Background: an optimization exercise with open tools, aiming at small area, a short achievable clock period and few clock cycles. Do not read the settings as production practice.
The RTL was checked by simulation tests, not by an equivalence proof against the original design.
Power is estimated from default activity; no workload was simulated.

==> flow/design.v (outline; a module is shown in full before it is edited, if it fits) <==
// module aptb_acf: 1537 lines
module aptb_acf (
    input             clk,
    input             rst,           
    input             cmd_valid,
    output            cmd_ready,
    input      [31:0] cmd_word,      
    input      [31:0] cmd_data,      
    input      [31:0] cfg_fs,        
    input      [31:0] cfg_flo,       
    input      [31:0] cfg_fhi,       
    input      [15:0] cfg_tau,       
    output reg        rsp_valid,
    output reg [31:0] rsp_result,
    output reg [7:0]  rsp_err
);
  // ...
==> flow/flow/run.sh <==
#!/bin/bash
# The standard layout, with the port buffers made from plain buf_4 cells
# instead of the delay buffer the resizer picks by default.
set -euo pipefail
export BUFFER_PORTS_ARGS="-buffer_cell sky130_fd_sc_hd__buf_4"
bash standard.sh finish > standard_flow.log 2>&1
==> flow/standard.sh <==
#!/bin/bash
# synth_recipe.tcl (not shown) runs the flow's synth.tcl, then flattens the netlist and writes it again
# the make line also repeats each setting of config.mk as NAME=value (left out here)
make -C /OpenROAD-flow-scripts/flow DESIGN_CONFIG=/design/flow/config.mk WORK_HOME=/design/flow/orfs CLKGATE_MAP_FILE= SYNTH_SCRIPT=/design/flow/synth_recipe.tcl "${@:-finish}"
==> flow/config.mk <==
export PLATFORM = sky130hd
export DESIGN_NAME = aptb_acf
export DESIGN_NICKNAME = aptb_acf
export VERILOG_FILES = /design/flow/design.v
export SDC_FILE = /design/flow/constraint.sdc
export NUM_CORES = 4
export LEC_CHECK = 0
export CAP_MARGIN = 20
export CORE_MARGIN = 2
export CORE_UTILIZATION = 30
export SLEW_MARGIN = 20
==> flow/constraint.sdc <==
create_clock -name core_clock -period 15.0 [get_ports {clk}]
set_input_delay 3.0000 -clock core_clock [delete_from_list [all_inputs] [get_ports {clk}]]
set_output_delay 3.0000 -clock core_clock [all_outputs]
set_load 0.01 [all_outputs]
==> flow_summary.toml, run 1 <==
[critical_path]
crit_chain = "a21oi_1 > nor2_1 > fa_1 > fa_1 > inv_1 > fa_1 > fa_1 > inv_1 > fa_1 > fa_1"
slowest_stage = "dfxtp_1"
crit_path_end = "pq[2]"
worst_setup_path_end_kind = "register"

[drt]
wl_met2_um = 78500
drt-wirelength-per-cell_um = 20.2

[timing]
relSlewSlack_pct = 20.0
fin_skew_ns = 0.0433
report.final.slew_viol_count = 0

[logic_synthesis]
synth_top_family_by_area = "adder cells"
synth.distinct_cells = 91
yosysMostFrequentCell = "edfxtp_1"
synth_compound_area_share_pct = 8.32

[grt]
use_met3_pct = 2.12
grt_max_degree = 117
grt_pass1_vias = 40951
grt_pass1_wl_um = 252000
met2_usage_pct = 24.3
grt_overflow = 0

[flow_run]
maxCapViolCount = 0

[placed_design]
io_buffers = 216
place_area_um2 = 68900

[cells_and_area]
final_area_um2 = 73500
layout-drive-gt1-share_pct = 14.5
clk_share_pct = 6.19
multiInputGateArea_um2 = 28200
final_common_cell = "edfxtp_1"
nMultiInputCombCells = 3131
num_antenna_cells = 2

[hold_path]
hp-start = "pa_lag[6]"

[pwr]
netSwitchingFraction_pct = 21.9
p_clk_share_pct = 46.5
p_per_area_nw_per_um2 = 100
combinationalPowerShare_pct = 2.9
pg_comb_uw = 211

[die]
dieArea_um2 = 218000
ios = 221
die_w_um = 467
n_tap_cell = 2821
start_util_pct = 30.2

[status]
outcome = "complete, no violations"

[cts]
ctsResizeCount = 0
root_buffer = "clkbuf_16"
Testbench counts, summed over its fixed seeds: cycles 42,630.
==> run 2, diff against run 1 <==
--- a/flow/design.v
+++ b/flow/design.v
@@ -180,21 +180,24 @@
     generate
         for (gj = 0; gj < 256; gj = gj + 1) begin : g_df
             assign df[gj] = (S[gj] ^ T[gj]) & (m_hgt[gj / 16] | (m_heq[gj / 16] & m_lgt[gj % 16]));
         end
     endgenerate
     wire [8:0] sb;
     reg        pa_v, pa_rd, pa_first, pa_last;
     reg [6:0]  pa_lag;
+    reg        pr_v, pr_rd, pr_first, pr_last;
+    reg [6:0]  pr_lag;
     reg        pb_v, pb_rd, pb_first, pb_last;
     reg [6:0]  pb_lag;
     reg [7:0]  pb_d;
-    localparam NPQ = 27;   
+    localparam NPQ = 37;   
     reg  [NPQ-1:0] pq;
+    reg  [11:0] pr;
     wire ta_0,
          ta_1,
          ta_2,
          ta_3,
          ta_4,
          ta_5,
          ta_6,
          ta_7,
@@ -623,36 +626,16 @@
          ta_430,
          ta_431,
          ta_432,
          ta_433,
          ta_434,
          ta_435,
          ta_436,
          ta_437,
-         ta_438,
-         ta_439,
-         ta_440,
-         ta_441,
-         ta_442,
-         ta_443,
-         ta_444,
-         ta_445,
-         ta_446,
-         ta_447,
-         ta_448,
-         ta_449,
-         ta_450,
-         ta_451,
-         ta_452,
-         ta_453,
-         ta_454,
-         ta_455,
-         ta_456,
-         ta_457,
          tb_0,
          tb_1,
          tb_2,
          tb_3,
          tb_4,
          tb_5,
          tb_6,
          tb_7,
@@ -678,17 +661,37 @@
          tb_27,
          tb_28,
          tb_29,
          tb_30,
          tb_31,
          tb_32,
          tb_33,
          tb_34,
-         tb_35;
+         tb_35,
+         tb_36,
+         tb_37,
+         tb_38,
+         tb_39,
+         tb_40,
+         tb_41,
+         tb_42,
+         tb_43,
+         tb_44,
+         tb_45,
+         tb_46,
+         tb_47,
+         tb_48,
+         tb_49,
+         tb_50,
+         tb_51,
+         tb_52,
+         tb_53,
+         tb_54,
+         tb_55;
     assign ta_0 = df[0] ^ df[1] ^ df[2];
     assign ta_1 = (df[0] & df[1]) | (df[0] & df[2]) | (df[1] & df[2]);
     assign ta_2 = df[3] ^ df[4] ^ df[5];
     assign ta_3 = (df[3] & df[4]) | (df[3] & df[5]) | (df[4] & df[5]);
     assign ta_4 = df[6] ^ df[7] ^ df[8];
     assign ta_5 = (df[6] & df[7]) | (df[6] & df[8]) | (df[7] & df[8]);
     assign ta_6 = df[9] ^ df[10] ^ df[11];
     assign ta_7 = (df[9] & df[10]) | (df[9] & df[11]) | (df[10] & df[11]);
@@ -1117,112 +1120,140 @@
     assign ta_430 = ta_389 ^ ta_391 ^ ta_393;
     assign ta_431 = (ta_389 & ta_391) | (ta_389 & ta_393) | (ta_391 & ta_393);
     assign ta_432 = ta_395 ^ ta_397 ^ ta_399;
     assign ta_433 = (ta_395 & ta_397) | (ta_395 & ta_399) | (ta_397 & ta_399);
     assign ta_434 = ta_400 ^ ta_402 ^ ta_404;
     assign ta_435 = (ta_400 & ta_402) | (ta_400 & ta_404) | (ta_402 & ta_404);
     assign ta_436 = ta_401 ^ ta_403 ^ ta_405;
     assign ta_437 = (ta_401 & ta_403) | (ta_401 & ta_405) | (ta_403 & ta_405);
-    assign ta_438 = ta_407 ^ ta_408 ^ ta_410;
-    assign ta_439 = (ta_407 & ta_408) | (ta_407 & ta_410) | (ta_408 & ta_410);
-    assign ta_440 = ta_412 ^ ta_414 ^ ta_336;
-    assign ta_441 = (ta_412 & ta_414) | (ta_412 & ta_336) | (ta_414 & ta_336);
-    assign ta_442 = ta_409 ^ ta_411 ^ ta_413;
-    assign ta_443 = (ta_409 & ta_411) | (ta_409 & ta_413) | (ta_411 & ta_413);
-    assign ta_444 = ta_415 ^ ta_416 ^ ta_418;
-    assign ta_445 = (ta_415 & ta_416) | (ta_415 & ta_418) | (ta_416 & ta_418);
-    assign ta_446 = ta_420 ^ ta_422 ^ ta_424;
-    assign ta_447 = (ta_420 & ta_422) | (ta_420 & ta_424) | (ta_422 & ta_424);
-    assign ta_448 = ta_426 ^ ta_356 ^ ta_281;
-    assign ta_449 = (ta_426 & ta_356) | (ta_426 & ta_281) | (ta_356 & ta_281);
-    assign ta_450 = ta_417 ^ ta_419 ^ ta_421;
-    assign ta_451 = (ta_417 & ta_419) | (ta_417 & ta_421) | (ta_419 & ta_421);
-    assign ta_452 = ta_423 ^ ta_425 ^ ta_427;
-    assign ta_453 = (ta_423 & ta_425) | (ta_423 & ta_427) | (ta_425 & ta_427);
-    assign ta_454 = ta_428 ^ ta_430 ^ ta_432;
-    assign ta_455 = (ta_428 & ta_430) | (ta_428 & ta_432) | (ta_430 & ta_432);
-    assign ta_456 = ta_429 ^ ta_431 ^ ta_433;
-    assign ta_457 = (ta_429 & ta_431) | (ta_429 & ta_433) | (ta_431 & ta_433);
     always @(posedge clk) begin
         pq[0] <= ta_406;
         pq[1] <= ta_300;
-        pq[2] <= ta_438;
-        pq[3] <= ta_440;
-        pq[4] <= ta_338;
-        pq[5] <= ta_439;
-        pq[6] <= ta_441;
-        pq[7] <= ta_442;
-        pq[8] <= ta_444;
-        pq[9] <= ta_446;
-        pq[10] <= ta_448;
-        pq[11] <= ta_443;
-        pq[12] <= ta_445;
-        pq[13] <= ta_447;
-        pq[14] <= ta_449;
-        pq[15] <= ta_450;
-        pq[16] <= ta_452;
-        pq[17] <= ta_454;
-        pq[18] <= ta_434;
-        pq[19] <= ta_451;
-        pq[20] <= ta_453;
-        pq[21] <= ta_455;
-        pq[22] <= ta_456;
-        pq[23] <= ta_435;
-        pq[24] <= ta_436;
-        pq[25] <= ta_457;
-        pq[26] <= ta_437;
+        pq[2] <= ta_407;
+        pq[3] <= ta_408;
+        pq[4] <= ta_410;
+        pq[5] <= ta_412;
+        pq[6] <= ta_414;
+        pq[7] <= ta_336;
+        pq[8] <= ta_338;
+        pq[9] <= ta_409;
+        pq[10] <= ta_411;
+        pq[11] <= ta_413;
+        pq[12] <= ta_415;
+        pq[13] <= ta_416;
+        pq[14] <= ta_418;
+        pq[15] <= ta_420;
+        pq[16] <= ta_422;
+        pq[17] <= ta_424;
+        pq[18] <= ta_426;
+        pq[19] <= ta_356;
+        pq[20] <= ta_281;
+        pq[21] <= ta_417;
+        pq[22] <= ta_419;
+        pq[23] <= ta_421;
+        pq[24] <= ta_423;
+        pq[25] <= ta_425;
+        pq[26] <= ta_427;
+        pq[27] <= ta_428;
+        pq[28] <= ta_430;
+        pq[29] <= ta_432;
+        pq[30] <= ta_434;
+        pq[31] <= ta_429;
+        pq[32] <= ta_431;
+        pq[33] <= ta_433;
+        pq[34] <= ta_435;
+        pq[35] <= ta_436;
+        pq[36] <= ta_437;
     end
     assign tb_0 = pq[2] ^ pq[3] ^ pq[4];
     assign tb_1 = (pq[2] & pq[3]) | (pq[2] & pq[4]) | (pq[3] & pq[4]);
     assign tb_2 = pq[5] ^ pq[6] ^ pq[7];
     assign tb_3 = (pq[5] & pq[6]) | (pq[5] & pq[7]) | (pq[6] & pq[7]);
-    assign tb_4 = pq[8] ^ pq[9] ^ pq[10];
-    assign tb_5 = (pq[8] & pq[9]) | (pq[8] & pq[10]) | (pq[9] & pq[10]);
-    assign tb_6 = pq[11] ^ pq[12] ^ pq[13];
-    assign tb_7 = (pq[11] & pq[12]) | (pq[11] & pq[13]) | (pq[12] & pq[13]);
-    assign tb_8 = pq[14] ^ pq[15] ^ pq[16];
-    assign tb_9 = (pq[14] & pq[15]) | (pq[14] & pq[16]) | (pq[15] & pq[16]);
-    assign tb_10 = pq[19] ^ pq[20] ^ pq[21];
-    assign tb_11 = (pq[19] & pq[20]) | (pq[19] & pq[21]) | (pq[20] & pq[21]);
-    assign tb_12 = pq[22] ^ pq[23] ^ pq[24];
-    assign tb_13 = (pq[22] & pq[23]) | (pq[22] & pq[24]) | (pq[23] & pq[24]);
-    assign tb_14 = tb_1 ^ tb_2 ^ tb_4;
-    assign tb_15 = (tb_1 & tb_2) | (tb_1 & tb_4) | (tb_2 & tb_4);
-    assign tb_16 = tb_3 ^ tb_5 ^ tb_6;
-    assign tb_17 = (tb_3 & tb_5) | (tb_3 & tb_6) | (tb_5 & tb_6);
-    assign tb_18 = tb_8 ^ pq[17] ^ pq[18];
-    assign tb_19 = (tb_8 & pq[17]) | (tb_8 & pq[18]) | (pq[17] & pq[18]);
-    assign tb_20 = tb_7 ^ tb_9 ^ tb_10;
-    assign tb_21 = (tb_7 & tb_9) | (tb_7 & tb_10) | (tb_9 & tb_10);
-    assign tb_22 = tb_11 ^ tb_13 ^ pq[25];
-    assign tb_23 = (tb_11 & tb_13) | (tb_11 & pq[25]) | (tb_13 & pq[25]);
-    assign tb_24 = tb_15 ^ tb_16 ^ tb_18;
-    assign tb_25 = (tb_15 & tb_16) | (tb_15 & tb_18) | (tb_16 & tb_18);
-    assign tb_26 = tb_17 ^ tb_19 ^ tb_20;
-    assign tb_27 = (tb_17 & tb_19) | (tb_17 & tb_20) | (tb_19 & tb_20);
-    assign tb_28 = tb_21 ^ tb_22 ^ pq[26];
-    assign tb_29 = (tb_21 & tb_22) | (tb_21 & pq[26]) | (tb_22 & pq[26]);
-    assign tb_30 = tb_25 ^ tb_26 ^ tb_12;
-    assign tb_31 = (tb_25 & tb_26) | (tb_25 & tb_12) | (tb_26 & tb_12);
-    assign tb_32 = tb_31 ^ tb_27 ^ tb_28;
-    assign tb_33 = (tb_31 & tb_27) | (tb_31 & tb_28) | (tb_27 & tb_28);
-    assign tb_34 = tb_33 ^ tb_29 ^ tb_23;
-    assign tb_35 = (tb_33 & tb_29) | (tb_33 & tb_23) | (tb_29 & tb_23);
-    assign sb = {1'b0, tb_35, tb_34, tb_32, tb_30, tb_24, tb_14, tb_0, pq[0]} + {1'b0, 1'b0, 1'b0, 1'b0, 1'b0, 1'b0, 1'b0, 1'b0, pq[1]};
+    assign tb_4 = pq[9] ^ pq[10] ^ pq[11];
+    assign tb_5 = (pq[9] & pq[10]) | (pq[9] & pq[11]) | (pq[10] & pq[11]);
+    assign tb_6 = pq[12] ^ pq[13] ^ pq[14];
+    assign tb_7 = (pq[12] & pq[13]) | (pq[12] & pq[14]) | (pq[13] & pq[14]);
+    assign tb_8 = pq[15] ^ pq[16] ^ pq[17];
+    assign tb_9 = (pq[15] & pq[16]) | (pq[15] & pq[17]) | (pq[16] & pq[17]);
+    assign tb_10 = pq[18] ^ pq[19] ^ pq[20];
+    assign tb_11 = (pq[18] & pq[19]) | (pq[18] & pq[20]) | (pq[19] & pq[20]);
+    assign tb_12 = pq[21] ^ pq[22] ^ pq[23];
+    assign tb_13 = (pq[21] & pq[22]) | (pq[21] & pq[23]) | (pq[22] & pq[23]);
+    assign tb_14 = pq[24] ^ pq[25] ^ pq[26];
+    assign tb_15 = (pq[24] & pq[25]) | (pq[24] & pq[26]) | (pq[25] & pq[26]);
+    assign tb_16 = pq[27] ^ pq[28] ^ pq[29];
+    assign tb_17 = (pq[27] & pq[28]) | (pq[27] & pq[29]) | (pq[28] & pq[29]);
+    assign tb_18 = pq[31] ^ pq[32] ^ pq[33];
+    assign tb_19 = (pq[31] & pq[32]) | (pq[31] & pq[33]) | (pq[32] & pq[33]);
+    assign tb_20 = tb_0 ^ tb_2 ^ pq[8];
+    assign tb_21 = (tb_0 & tb_2) | (tb_0 & pq[8]) | (tb_2 & pq[8]);
+    assign tb_22 = tb_1 ^ tb_3 ^ tb_4;
+    assign tb_23 = (tb_1 & tb_3) | (tb_1 & tb_4) | (tb_3 & tb_4);
+    assign tb_24 = tb_6 ^ tb_8 ^ tb_10;
+    assign tb_25 = (tb_6 & tb_8) | (tb_6 & tb_10) | (tb_8 & tb_10);
+    assign tb_26 = tb_5 ^ tb_7 ^ tb_9;
+    assign tb_27 = (tb_5 & tb_7) | (tb_5 & tb_9) | (tb_7 & tb_9);
+    assign tb_28 = tb_11 ^ tb_12 ^ tb_14;
+    assign tb_29 = (tb_11 & tb_12) | (tb_11 & tb_14) | (tb_12 & tb_14);
+    assign tb_30 = tb_13 ^ tb_15 ^ tb_17;
+    assign tb_31 = (tb_13 & tb_15) | (tb_13 & tb_17) | (tb_15 & tb_17);
+    assign tb_32 = tb_18 ^ pq[34] ^ pq[35];
+    assign tb_33 = (tb_18 & pq[34]) | (tb_18 & pq[35]) | (pq[34] & pq[35]);
+    assign tb_34 = tb_21 ^ tb_22 ^ tb_24;
+    assign tb_35 = (tb_21 & tb_22) | (tb_21 & tb_24) | (tb_22 & tb_24);
+    assign tb_36 = tb_23 ^ tb_25 ^ tb_26;
+    assign tb_37 = (tb_23 & tb_25) | (tb_23 & tb_26) | (tb_25 & tb_26);
+    assign tb_38 = tb_28 ^ tb_16 ^ pq[30];
+    assign tb_39 = (tb_28 & tb_16) | (tb_28 & pq[30]) | (tb_16 & pq[30]);
+    assign tb_40 = tb_27 ^ tb_29 ^ tb_30;
+    assign tb_41 = (tb_27 & tb_29) | (tb_27 & tb_30) | (tb_29 & tb_30);
+    assign tb_42 = tb_31 ^ tb_33 ^ tb_19;
+    assign tb_43 = (tb_31 & tb_33) | (tb_31 & tb_19) | (tb_33 & tb_19);
+    assign tb_44 = tb_35 ^ tb_36 ^ tb_38;
+    assign tb_45 = (tb_35 & tb_36) | (tb_35 & tb_38) | (tb_36 & tb_38);
+    assign tb_46 = tb_37 ^ tb_39 ^ tb_40;
+    assign tb_47 = (tb_37 & tb_39) | (tb_37 & tb_40) | (tb_39 & tb_40);
+    assign tb_48 = tb_41 ^ tb_42 ^ pq[36];
+    assign tb_49 = (tb_41 & tb_42) | (tb_41 & pq[36]) | (tb_42 & pq[36]);
+    always @(posedge clk) begin
+        pr[0] <= pq[0];
+        pr[1] <= pq[1];
+        pr[2] <= tb_20;
+        pr[3] <= tb_34;
+        pr[4] <= tb_44;
+        pr[5] <= tb_45;
+        pr[6] <= tb_46;
+        pr[7] <= tb_32;
+        pr[8] <= tb_47;
+        pr[9] <= tb_48;
+        pr[10] <= tb_49;
+        pr[11] <= tb_43;
+    end
+    assign tb_50 = pr[5] ^ pr[6] ^ pr[7];
+    assign tb_51 = (pr[5] & pr[6]) | (pr[5] & pr[7]) | (pr[6] & pr[7]);
+    assign tb_52 = tb_51 ^ pr[8] ^ pr[9];
+    assign tb_53 = (tb_51 & pr[8]) | (tb_51 & pr[9]) | (pr[8] & pr[9]);
+    assign tb_54 = tb_53 ^ pr[10] ^ pr[11];
+    assign tb_55 = (tb_53 & pr[10]) | (tb_53 & pr[11]) | (pr[10] & pr[11]);
+    assign sb = {1'b0, tb_55, tb_54, tb_52, tb_50, pr[4], pr[3], pr[2], pr[0]} + {1'b0, 1'b0, 1'b0, 1'b0, 1'b0, 1'b0, 1'b0, 1'b0, pr[1]};
     always @(posedge clk) begin
         pb_d <= sb[7:0];
         pa_rd <= e_rd;
         pa_first <= !e_run;
         pa_last <= e_last;
         pa_lag <= off;
-        pb_rd <= pa_rd;
-        pb_first <= pa_first;
-        pb_last <= pa_last;
-        pb_lag <= pa_lag;
+        pr_rd <= pa_rd;
+        pr_first <= pa_first;
+        pr_last <= pa_last;
+        pr_lag <= pa_lag;
+        pb_rd <= pr_rd;
+        pb_first <= pr_first;
+        pb_last <= pr_last;
+        pb_lag <= pr_lag;
     end
     reg        dv_busy;
     reg [4:0]  dv_cnt;
     reg [6:0]  dv_rem;
     reg        mu_busy;
     reg [3:0]  mu_cnt;
     wire [7:0]  mu_m   = mr[31:24];
     wire [23:0] mu_acc = mr[23:0];
@@ -1245,17 +1276,17 @@
     wire c_newlag = c_sw && (pb_first || (pb_d < est_min));
     wire c_newmax = c_sw && (pb_first || (pb_d > est_max));
     wire [7:0]  mm       = est_max - est_min;
     wire        confident = (est_max != 8'd0) && ({mm, 16'd0} >= mu_acc);
     wire [7:0]  two_lag  = {est_lag, 1'b0};
     wire [7:0]  hc_diff  = (two_lag >= {1'b0, lastlag}) ? two_lag - {1'b0, lastlag}
                                                         : {1'b0, lastlag} - two_lag;
     wire        half_cycle = llv && (hc_diff <= 8'd1);
-    wire        pe_fin = (e_st == E_DRAIN) && !pa_v && !pb_v && !dv_busy && !mu_busy;
+    wire        pe_fin = (e_st == E_DRAIN) && !pa_v && !pr_v && !pb_v && !dv_busy && !mu_busy;
     reg        done;         
     reg [31:0] r_res;
     reg [7:0]  r_err;
     reg        do_shift, do_fill, do_init_start, do_rd_start, do_init_ok;
     wire [31:0] pe_f = pe_v ? dv_sh[31:0] : 32'd0;
     reg         do_pred_start;
     always @(*) begin
         done = 1'b0;
@@ -1311,17 +1342,17 @@
             end else if (o_corr) begin
                 if (corr_bad) begin
                     done = 1'b1; r_err = E_LAG;
                 end else if (!sw_busy) begin
                     if (!have_win) begin
                         done = 1'b1;
                     end else if (!rd_run) begin
                         do_rd_start = 1'b1;
-                    end else if (pa_v && pa_rd) begin
+                    end else if (pr_v && pr_rd) begin
                         done = 1'b1; r_res = {24'd0, sb[7:0]};
                     end
                 end
             end else if (o_pred) begin
                 if (!sw_busy) begin
                     if (!llv) begin
                         done = 1'b1;
                     end else if (dv_ok) begin
@@ -1432,24 +1463,26 @@
         end
     end
     always @(posedge clk) begin
         if (rst) begin
             e_st <= E_IDLE;
             ts   <= 2'd0;
             s_ld <= 1'b0;
             pa_v <= 1'b0;
+            pr_v <= 1'b0;
             pb_v <= 1'b0;
             dv_busy <= 1'b0;
             mu_busy <= 1'b0;
         end else begin
             pa_v <= e_feed;
             ts   <= ts_n;
             s_ld <= do_fill;
-            pb_v <= pa_v;
+            pr_v <= pa_v;
+            pb_v <= pr_v;
             e_st <= e_st_n;
             if (e_st == E_IDLE) e_rd <= !do_fill;
             if (do_init_start) begin
                 dv_sh[32:0] <= {2'b0, cfg_fs[22:0], 8'd0};
             end else if (in_run) begin
                 dv_sh[32:0] <= in_ge ? in_sub[32:0] : in_r2[32:0];
             end else if (c_newlag || do_pred_start) begin
                 dv_busy <= 1'b1;
==> flow_summary.toml, run 2 <==
[status]
outcome = "complete, no violations"

[die]
die_w_um = 469
dieArea_um2 = 220000
row_count = 170
core_area_um2 = 215000
die-height_um = 469
ios = 221
start_util_pct = 30.2

[cts]
post_cts_buffers = 0
cts_buffers = 140
ctsResizeCount = 0
h-tree-depth = 4
worstSkewPairLatency_ns = 0.82
hold_buffers = 0
cts_tree = "done"
clk_pin_slew_worst_paths_ns = 0.06
clock-sinks = 1310
ctsLongestPathBuffers = 3
root_buffer = "clkbuf_16"

[timing]
final_hold_viol_count = 0
tightest_slew_ns = 1.27
setup_slack_ns = 10.30
fin_crit_sh_pct = 31.3
setup_tns_ns = 0
relSlewSlack_pct = 15.3
rsz0062_at_grt = "false"
min_period_ns = 4.70
report.final.slew_viol_count = 0
fin_skew_ns = 0.0801
setup_viol = 0
max_freq_mhz = 213

[hold_path]
min_path_type = "reg2reg"

[drt]
drt_pass1_iterations = 6
vias = 40923
ant_nets = 0
vias_per_cell = 4.94
drt_iter0_drc = 3813
drc = 0
drt-wirelength-per-cell_um = 20.4
drt-total-wl_um = 169000

[logic_synthesis]
ys_seq_elements = 1310
netlist.area_leader.share_pct = 36.5
ys_top_cells_by_area = "edfxtp_1, dfxtp_1, mux4_2"
synthArstFlopShare_pct = 0
synth_ff_type = "edfxtp_1"
synthTopCellsByCount = "edfxtp_1, dfxtp_1, inv_1"
yosys.area.top_type = "edfxtp_1"
synth_area_per_cell_um2 = 12.6
synth_cells = 5150
yosys_warnings = 1
yosysMostFrequentCell = "edfxtp_1"
synth-edff-count = 787
yosysSeqAreaShare_pct = 52.7
synth_area_um2 = 64800
synth.distinct_cells = 87

[critical_path]
critPathRequiredTime_ns = 15.59
cp-start-kind = "register"
worstSetupPathType = "reg2reg"
worst_setup_path_end_kind = "register"
worstPathArrival_ns = 5.30
crit_path_max_fanout = 18

[grt]
antenna_found_initial = 1
grt_pass1_wl_um = 255000
grt_pass1_vias = 40879
grt_usage_pct = 15.1
grt_overflow = 0
grt_max_degree = 135

[pwr]
p_int_mw = 6.02
combinationalPowerShare_pct = 2.7
p_per_area_nw_per_um2 = 103
p_clk_share_pct = 47.8
ir_drop_mv = 0.104
netSwitchingFraction_pct = 21.8
switchingPower_mw = 1.68
leakagePower_nw = 27.1
power_frac_seq_pct = 49.5

[placed_design]
pre_cts_ws_ns = 9.81
place_congestion = 0.893
dpl.hpwl_um = 125000
io_buffers = 216

[cells_and_area]
top_regs = "F: 256 flops, S: 256 flops, T: 256 flops"
layout-drive-gt1-share_pct = 14.5
postLayoutCoreUtil_pct = 34.7
final_common_cell = "edfxtp_1"
fin_nets = 6005
syn2layout_area_growth_pct = 15.0
layout_common_cells = "edfxtp_1, dfxtp_1, inv_1"

[flow_run]
maxCapViolCount = 0
## run 2: changes by cell type after synthesis, moves of 14 or more
| cell | previous run | this run |
|---|---|---|
| nor3_1 | 44 | 58 |
| nand4_1 | 36 | 21 |
| xor2_1 | 162 | 97 |
| a21oi_1 | 296 | 361 |
| xnor2_1 | 217 | 284 |
| a21o_1 | 141 | 71 |
| nor2_1 | 344 | 387 |
| dfxtp_1 | 490 | 523 |
| nand2_1 | 341 | 280 |
| o21ai_0 | 149 | 163 |
| mux2i_1 | 57 | 73 |
| inv_1 | 468 | 503 |
## run 2: final timing paths
| check | slack [ns] | from | cells after the start | to |
|---|---|---|---|---|
| worst min-delay path | 0.32 | pr_lag[1] | 0 | pb_lag[1] |
| worst max register to register | 10.30 | est_max[0] | 19 | pe_hc |
| worst min register to register | 0.32 | pr_lag[1] | 0 | pb_lag[1] |
| worst max-delay path | 10.30 | est_max[0] | 19 | pe_hc |
## run 2: power groups by stage
stage	logic [mW]	clock network [mW]	registers [mW]
6_report	0.211	3.68	3.81
3_3_place_gp	0.203	0	3.89
5_1_grt	0.233	3.89	3.81
4_1_cts	0.209	3.75	3.81
3_5_place_dp	0.207	0	3.89
2_1_floorplan	0.126	0	3.88
## run 2: cells by family after synthesis
logic type	after synthesis	synth area share, %
DFF	1310	52.7
and+or+nand+nor	1065	7.63
AOI/OAI and AO/OA	840	7.90
buffers and inverters	723	4.28
adders and majority gates	492	12.5
xor gates and xnor gates	381	5.15
muxes	338	9.91
other	1	0.00579
## run 2: per-layer routing
| metal | global-route usage (%) | vias to the layer above | part of all wire, % |
|---|---|---|---|
| met1 | 20.6 | 20562 | 44 |
| met2 | 24.7 | 1409 | 47 |
| met5 | 0 | - | 0.0047 |
| met3 | 2.38 | 273 | 6.3 |
| met4 | 4.48 | 2 | 2.6 |
| li1 | - | 18677 | - |
## run 2: layout make-up
cell class,instances,area (um2)
multi-input combinational,3120,28000
clock inverter,87,1120
tap,2838,3550
timing repair buffer,257,1970
inverter,505,1900
sequential,1310,34100
antenna,2,5.00
clock buffer,172,3790
fill,20790,140000
## run 2: critical path, stage by stage (launching register included)
cell and delay (ns):
edfxtp_1 0.43, inv_1 0.10, ha_1 0.15, inv_1 0.06, fa_1 0.40, nand2_1 0.08, nand2_1 0.06, a21oi_1 0.22
o21bai_1 0.09, a21oi_1 0.18, xnor2_1 0.10, ha_1 0.29, nand3_1 0.08, nor4_1 0.29, a2111oi_0 0.10, o21ai_0 0.18
and3_1 0.66, nand3_1 0.14, or4_1 0.57, a2111oi_2 0.31
## run 2: per-stage QoR
stage                     total power [mW]  cell area (um2)  hold WS, ns  cells
after floorplan                       4.01            64800        0.310   5153
after global placement                4.09            69500        0.311   8027
after detailed placement              4.10            69500        0.312   8029
after CTS                             7.77            74400        0.319   8288
after global routing                  7.93            74500        0.322   8289
final                                 7.70            74500        0.317   8291
Testbench counts of run 2, summed over its fixed seeds: cycles 43,037.

static timing again, ports no longer ideal:
The results above use ideal ports. As a check the final layouts listed here were re-extracted and re-timed, cells and wires unchanged.
Step 1, drivers: a clkbuf_16 drives clk and a buf_2 each remaining input, both assumed.
Step 2 times the ports against the registers' clock, not the clock port: input delays grow and output delays shrink by t, the midpoint of the rising clock arrivals with the driver on.
Slacks: ideal ports / drivers / drivers and shift; pairs: ideal ports / drivers.
run | t, ns | setup slack, ns | latest minus earliest clock arrival (ns) | worst data-port slew with drivers (ns) | cell pins on the clock port's net
run 1 | 0.866 | 10.254 / 10.254 / 10.145 | 0.046 / 0.046 | 0.08 | 1
run 2 | 0.862 | 10.298 / 10.298 / 9.801 | 0.082 / 0.082 | 0.10 | 1
After both steps every run listed still meets setup and hold. The setup slack of run 2, which loses most, moves by 0.000 ns with the drivers and by -0.497 ns with both steps.
